Background: an optimization exercise with open tools, aiming at small area. Do not read the settings as production practice. Where RTL was checked, it was by simulation tests only, not by an equivalence proof against the original. Power figures rest on the tool's default switching activity, not on a simulated workload.

## old
==> flow/design.v <==
module reflow_link (
    input  wire        clk,
    input  wire        rst,
    input  wire        rx_valid,
    input  wire [7:0]  rx_data,
    output wire        rx_ready,
    input  wire        cmd_valid,
    input  wire [3:0]  cmd_op,
    input  wire [63:0] cmd_arg,
    output wire        cmd_ready,
    output wire        resp_valid,
    output wire [1:0]  resp_err,
    output wire [32:0] resp_data,
    output wire [6:0]  resp_count,
    output wire        tx_valid,
    output wire [7:0]  tx_data,
    output reg         telem_valid,
    output wire [7:0]  telem_mode,
    output wire [7:0]  telem_runmode,
    output wire [7:0]  telem_stage,
    output wire        telem_fan,
    output wire        telem_lamp,
    output wire [31:0] telem_temp1,
    output wire [31:0] telem_temp2,
    output wire [2:0]  telem_err
);
    localparam [3:0] OP_SENDMODE   = 4'd1;
    localparam [3:0] OP_SENDPROF   = 4'd2;
    localparam [3:0] OP_WCLEAR     = 4'd3;
    localparam [3:0] OP_WSNAP      = 4'd4;
    localparam [3:0] OP_SCUR       = 4'd5;
    localparam [3:0] OP_CONNECT    = 4'd6;
    localparam [3:0] OP_DISCONNECT = 4'd7;
    localparam [3:0] ST_SEEK1 = 4'd0;
    localparam [3:0] ST_SEEK2 = 4'd1;
    localparam [3:0] ST_LAST  = 4'd14;
    reg         link;
    reg  [3:0]  st;
    reg  [7:0]  f_mode, f_runmode, f_stage;
    reg         f_fan, f_lamp;
    reg  [31:0] f_t1;
    reg  [23:0] f_t2;
    reg         s_valid;
    reg  [7:0]  s_mode, s_runmode, s_stage;
    reg         s_fan, s_lamp;
    reg  [6:0]  wcnt;
    reg  [5:0]  q;
    reg  [64*33-1:0] ring;
    reg         wpend;
    reg         pend;
    reg  [1:0]  r_err;
    reg         r_cnt, r_sess, r_wait;
    reg  [5:0]  idx;
    reg  [3:0]  tx_st;
    reg         tx_prof;
    reg  [63:0] tx_arg;
    wire tx_idle = (tx_st == 4'd0);
    assign cmd_ready = !pend && !wpend && tx_idle;
    wire cmd_fire = cmd_valid && cmd_ready;
    assign rx_ready  = !pend && !wpend && !cmd_fire;
    wire rx_fire  = rx_valid && rx_ready;
    wire op_conn = (cmd_op == OP_CONNECT) || (cmd_op == OP_DISCONNECT);
    wire op_send = (cmd_op == OP_SENDMODE) || (cmd_op == OP_SENDPROF);
    wire new_conn = cmd_fire && op_conn;
    wire wclear   = cmd_fire && (op_conn || cmd_op == OP_WCLEAR);
    wire rx_live = rx_fire && link;
    wire commit  = rx_live && (st == ST_LAST);
    always @(posedge clk) begin
        if (rst)
            link <= 1'b0;
        else if (new_conn)
            link <= (cmd_op == OP_CONNECT);
    end
    always @(posedge clk) begin
        if (rst || new_conn)
            st <= ST_SEEK1;
        else if (rx_live) begin
            case (st)
                ST_SEEK1: st <= (rx_data == 8'hFA) ? ST_SEEK2 : ST_SEEK1;
                ST_SEEK2: st <= (rx_data == 8'hAF) ? 4'd2 :
                                (rx_data == 8'hFA) ? ST_SEEK2 : ST_SEEK1;
                ST_LAST:  st <= ST_SEEK1;
                default:  st <= st + 4'd1;
            endcase
        end
    end
    always @(posedge clk) begin
        if (rx_live) begin
            case (st)
                4'd2, ST_LAST: f_mode <= rx_data;
                4'd3:  f_runmode     <= rx_data;
                4'd4:  f_stage       <= rx_data;
                4'd5:  f_fan         <= (rx_data != 8'd0);
                4'd6:  f_lamp        <= (rx_data != 8'd0);
                4'd7:  f_t1[7:0]     <= rx_data;
                4'd8:  f_t1[15:8]    <= rx_data;
                4'd9:  f_t1[23:16]   <= rx_data;
                4'd10: f_t1[31:24]   <= rx_data;
                4'd11: f_t2[7:0]     <= rx_data;
                4'd12: f_t2[15:8]    <= rx_data;
                4'd13: f_t2[23:16]   <= rx_data;
                default: ;
            endcase
        end
    end
    always @(posedge clk) begin
        if (rst || new_conn)
            s_valid <= 1'b0;
        else if (commit)
            s_valid <= 1'b1;
    end
    always @(posedge clk) begin
        if (commit) begin
            s_mode    <= f_mode;
            s_runmode <= f_runmode;
            s_stage   <= f_stage;
            s_fan     <= f_fan;
            s_lamp    <= f_lamp;
        end
    end
    always @(posedge clk) begin
        if (rst)
            telem_valid <= 1'b0;
        else
            telem_valid <= commit;
    end
    assign telem_mode    = s_mode;
    assign telem_runmode = s_runmode;
    assign telem_stage   = s_stage;
    assign telem_fan     = s_fan;
    assign telem_lamp    = s_lamp;
    assign telem_temp1   = f_t1;
    assign telem_temp2   = {f_mode, f_t2};
    assign telem_err     = {s_stage > 8'd5, s_runmode > 8'd2, s_mode > 8'd3};
    wire [31:0] add_a = f_t1;
    wire [31:0] add_b = {f_mode, f_t2};
    wire [32:0] add_c;
    wire [31:0] add_s;
    reg         c16;
    always @(posedge clk)
        c16 <= add_c[16];
    genvar gi;
    generate
        for (gi = 0; gi < 32; gi = gi + 1) begin : g_add
            wire cin = (gi == 16) ? c16 : add_c[gi];
            assign add_s[gi]   = add_a[gi] ^ add_b[gi] ^ cin;
            assign add_c[gi+1] = (add_a[gi] & add_b[gi]) | (cin & (add_a[gi] ^ add_b[gi]));
        end
    endgenerate
    assign add_c[0] = 1'b0;
    wire [32:0] sample = {add_c[32], add_s};
    wire        at0    = (q == (wpend ? wcnt[5:0] : idx));
    wire        wr_hit = wpend && at0;
    wire        full   = wcnt[6];
    always @(posedge clk)
        ring <= {wr_hit ? sample : ring[32:0], ring[64*33-1:33]};
    always @(posedge clk)
        q <= (wr_hit && full) ? 6'd0 : q + 6'd1;
    always @(posedge clk) begin
        if (rst || wclear)
            wcnt <= 7'd0;
        else if (wr_hit && !full)
            wcnt <= wcnt + 7'd1;
    end
    always @(posedge clk) begin
        if (rst)
            wpend <= 1'b0;
        else if (commit)
            wpend <= 1'b1;
        else if (wr_hit)
            wpend <= 1'b0;
    end
    wire snap_in = ({1'b0, cmd_arg[7:0]} < {2'b00, wcnt});
    always @(posedge clk) begin
        if (cmd_fire) begin
            idx    <= cmd_arg[5:0];
            r_err  <= (op_send && !link) ? 2'd2 :
                      (cmd_op == 4'd0 || cmd_op[3]) ? 2'd3 : 2'd0;
            r_cnt  <= (cmd_op == OP_WSNAP);
            r_sess <= (cmd_op == OP_SCUR);
            r_wait <= (cmd_op == OP_WSNAP) && snap_in;
        end
    end
    assign resp_valid = pend && (!r_wait || at0);
    always @(posedge clk) begin
        if (rst)
            pend <= 1'b0;
        else if (cmd_fire)
            pend <= 1'b1;
        else if (resp_valid)
            pend <= 1'b0;
    end
    wire [26:0] sess_word = {1'b1, s_lamp, s_fan, s_stage, s_runmode, s_mode};
    assign resp_err   = r_err;
    assign resp_count = r_cnt ? wcnt : 7'd0;
    assign resp_data  = (r_wait ? ring[32:0] : 33'd0) |
                        {6'd0, (r_sess && s_valid) ? sess_word : 27'd0};
    always @(posedge clk) begin
        if (rst)
            tx_st <= 4'd0;
        else if (cmd_fire && link && op_send)
            tx_st <= 4'd1;
        else if (!tx_idle)
            tx_st <= (tx_st == (tx_prof ? 4'd11 : 4'd5)) ? 4'd0 : tx_st + 4'd1;
    end
    always @(posedge clk) begin
        if (cmd_fire)
            tx_prof <= cmd_op[1];
    end
    always @(posedge clk) begin
        if (cmd_fire)
            tx_arg <= {cmd_arg[39:32], cmd_arg[31:24], cmd_arg[23:16], cmd_arg[15:8],
                       cmd_arg[7:0],   cmd_arg[63:56], cmd_arg[55:48], cmd_arg[47:40]};
        else
            tx_arg <= {tx_arg[7:0], tx_arg[63:8]};
    end
    assign tx_valid = !tx_idle;
    assign tx_data  = (tx_st == 4'd1) ? 8'hFA :
                      (tx_st == 4'd2) ? 8'hAF :
                      (tx_st == 4'd3) ? {6'd0, tx_prof, !tx_prof} :
                      tx_arg[7:0];
endmodule
export LEC_CHECK = 0
export CAP_MARGIN = 20
export CORE_MARGIN = 2
export CORE_UTILIZATION = 60
export CTS_BUF_LIST = sky130_fd_sc_hd__clkbuf_8
export CTS_CLUSTER_DIAMETER = 40
export CTS_CLUSTER_SIZE = 20
export PLACE_DENSITY = 0.75
export SLEW_MARGIN = 20
create_clock -name core_clock -period 10.0 [get_ports {clk}]
standard.sh (not shown) runs the stock make flow with config.mk's settings and CLKGATE_MAP_FILE= SYNTH_SCRIPT=/design/flow/synth_recipe.tcl, a recipe that flattens the netlist after the stock synthesis.
==> flow/flow/run.sh <==
#!/bin/bash
# Standard ORFS layout (the standard.sh) with two changes:
#  - ports are buffered with sky130_fd_sc_hd__buf_1 instead of the resizer's default choice;
#  - clock tree synthesis runs without dummy loads.
# All tool output goes to make.log in the work folder (ORFS keeps per-step logs under orfs/logs).
set -euo pipefail
export BUFFER_PORTS_ARGS="-buffer_cell sky130_fd_sc_hd__buf_1"
export CTS_ARGS="-sink_clustering_enable -repair_clock_nets -dont_use_dummy_load -buf_list sky130_fd_sc_hd__clkbuf_8 -sink_clustering_size 20 -sink_clustering_max_diameter 40"
bash standard.sh > make.log 2>&1
Edits applied to the flow inputs when going from old to new:
-- flow/design.v --
<<< old, line 45
    reg         s_fan, s_lamp;
    reg  [6:0]  wcnt;
    reg  [5:0]  q;
    reg  [64*33-1:0] ring;
    reg         wpend;
>>> new, line 45
    reg         s_fan, s_lamp;
    reg  [6:0]  wcnt;
    reg  [5:0]  hp;
    reg  [64*33-1:0] ring;
    reg         wpend;
<<< old, line 137
    wire [32:0] add_c;
    wire [31:0] add_s;
    reg         c16;
    always @(posedge clk)
        c16 <= add_c[16];
    genvar gi;
    generate
        for (gi = 0; gi < 32; gi = gi + 1) begin : g_add
            wire cin = (gi == 16) ? c16 : add_c[gi];
            assign add_s[gi]   = add_a[gi] ^ add_b[gi] ^ cin;
            assign add_c[gi+1] = (add_a[gi] & add_b[gi]) | (cin & (add_a[gi] ^ add_b[gi]));
        end
    endgenerate
    assign add_c[0] = 1'b0;
    wire [32:0] sample = {add_c[32], add_s};
    wire        at0    = (q == (wpend ? wcnt[5:0] : idx));
    wire        wr_hit = wpend && at0;
    wire        full   = wcnt[6];
>>> new, line 137
    wire [32:0] add_c;
    wire [31:0] add_s;
    assign add_c[0] = 1'b0;
    genvar gi;
    generate
        for (gi = 0; gi < 32; gi = gi + 1) begin : g_add
            assign add_s[gi]   = add_a[gi] ^ add_b[gi] ^ add_c[gi];
            assign add_c[gi+1] = (add_a[gi] & add_b[gi]) | (add_c[gi] & (add_a[gi] ^ add_b[gi]));
        end
    endgenerate
    wire [32:0] sample = {add_c[32], add_s};
    wire [5:0]  hsum   = hp + (wpend ? wcnt[5:0] : idx);
    wire        at0    = (hsum == 6'd0);
    wire        wr_hit = wpend && at0;
    wire        full   = wcnt[6];
<<< old, line 156
        ring <= {wr_hit ? sample : ring[32:0], ring[64*33-1:33]};
    always @(posedge clk)
        q <= (wr_hit && full) ? 6'd0 : q + 6'd1;
    always @(posedge clk) begin
        if (rst || wclear)
>>> new, line 153
        ring <= {wr_hit ? sample : ring[32:0], ring[64*33-1:33]};
    always @(posedge clk)
        hp <= (wr_hit && full) ? 6'd0 : hp - 6'd1;
    always @(posedge clk) begin
        if (rst || wclear)
==> run notes <==
- Ran to the end and failed final checks on negative setup slack: new.
- Relative to old, the setup slack of the critical path after layout of new is lower by 4.74 ns.
- Comparing old and new, the lower total standard cell area after synthesis was measured on old.
- Clock network power share: new vs old up 0.4 points
- Of the two values seen for routing layer with the top usage in global route, met1 was produced by old and met2 by new.
- From old to new the numbers moved as follows: final antenna diode count saw an increase; area of the multi-input gates rose 390 sq um; number of levels in the clock H-tree level; count of cell instances traversed by the critical path increased about 80%.
The RTL of new was laid out without a check of its function.

re-timing with driven ports:
The results above use ideal ports. As a check the final layouts listed here were re-extracted and re-timed, cells and wires unchanged. Step 1 assumes that a clkbuf_16 drives the clock port and a buf_2 every other input. Step 2, shift: input delay + t, output delay - t, t = (earliest + latest rising clock arrival at the registers) / 2. This alone moves slack from input paths to output paths. Slacks: ideal ports / drivers / drivers and shift; pairs: ideal ports / drivers.
| run | shift t [ns] | setup WS [ns] | worst setup path at the end |
|---|---|---|---|
| old | 0.853 | 2.884 / 2.884 / 2.884 | register to register |
| new | 0.838 | -1.857 / -1.857 / -1.857 | register to register |
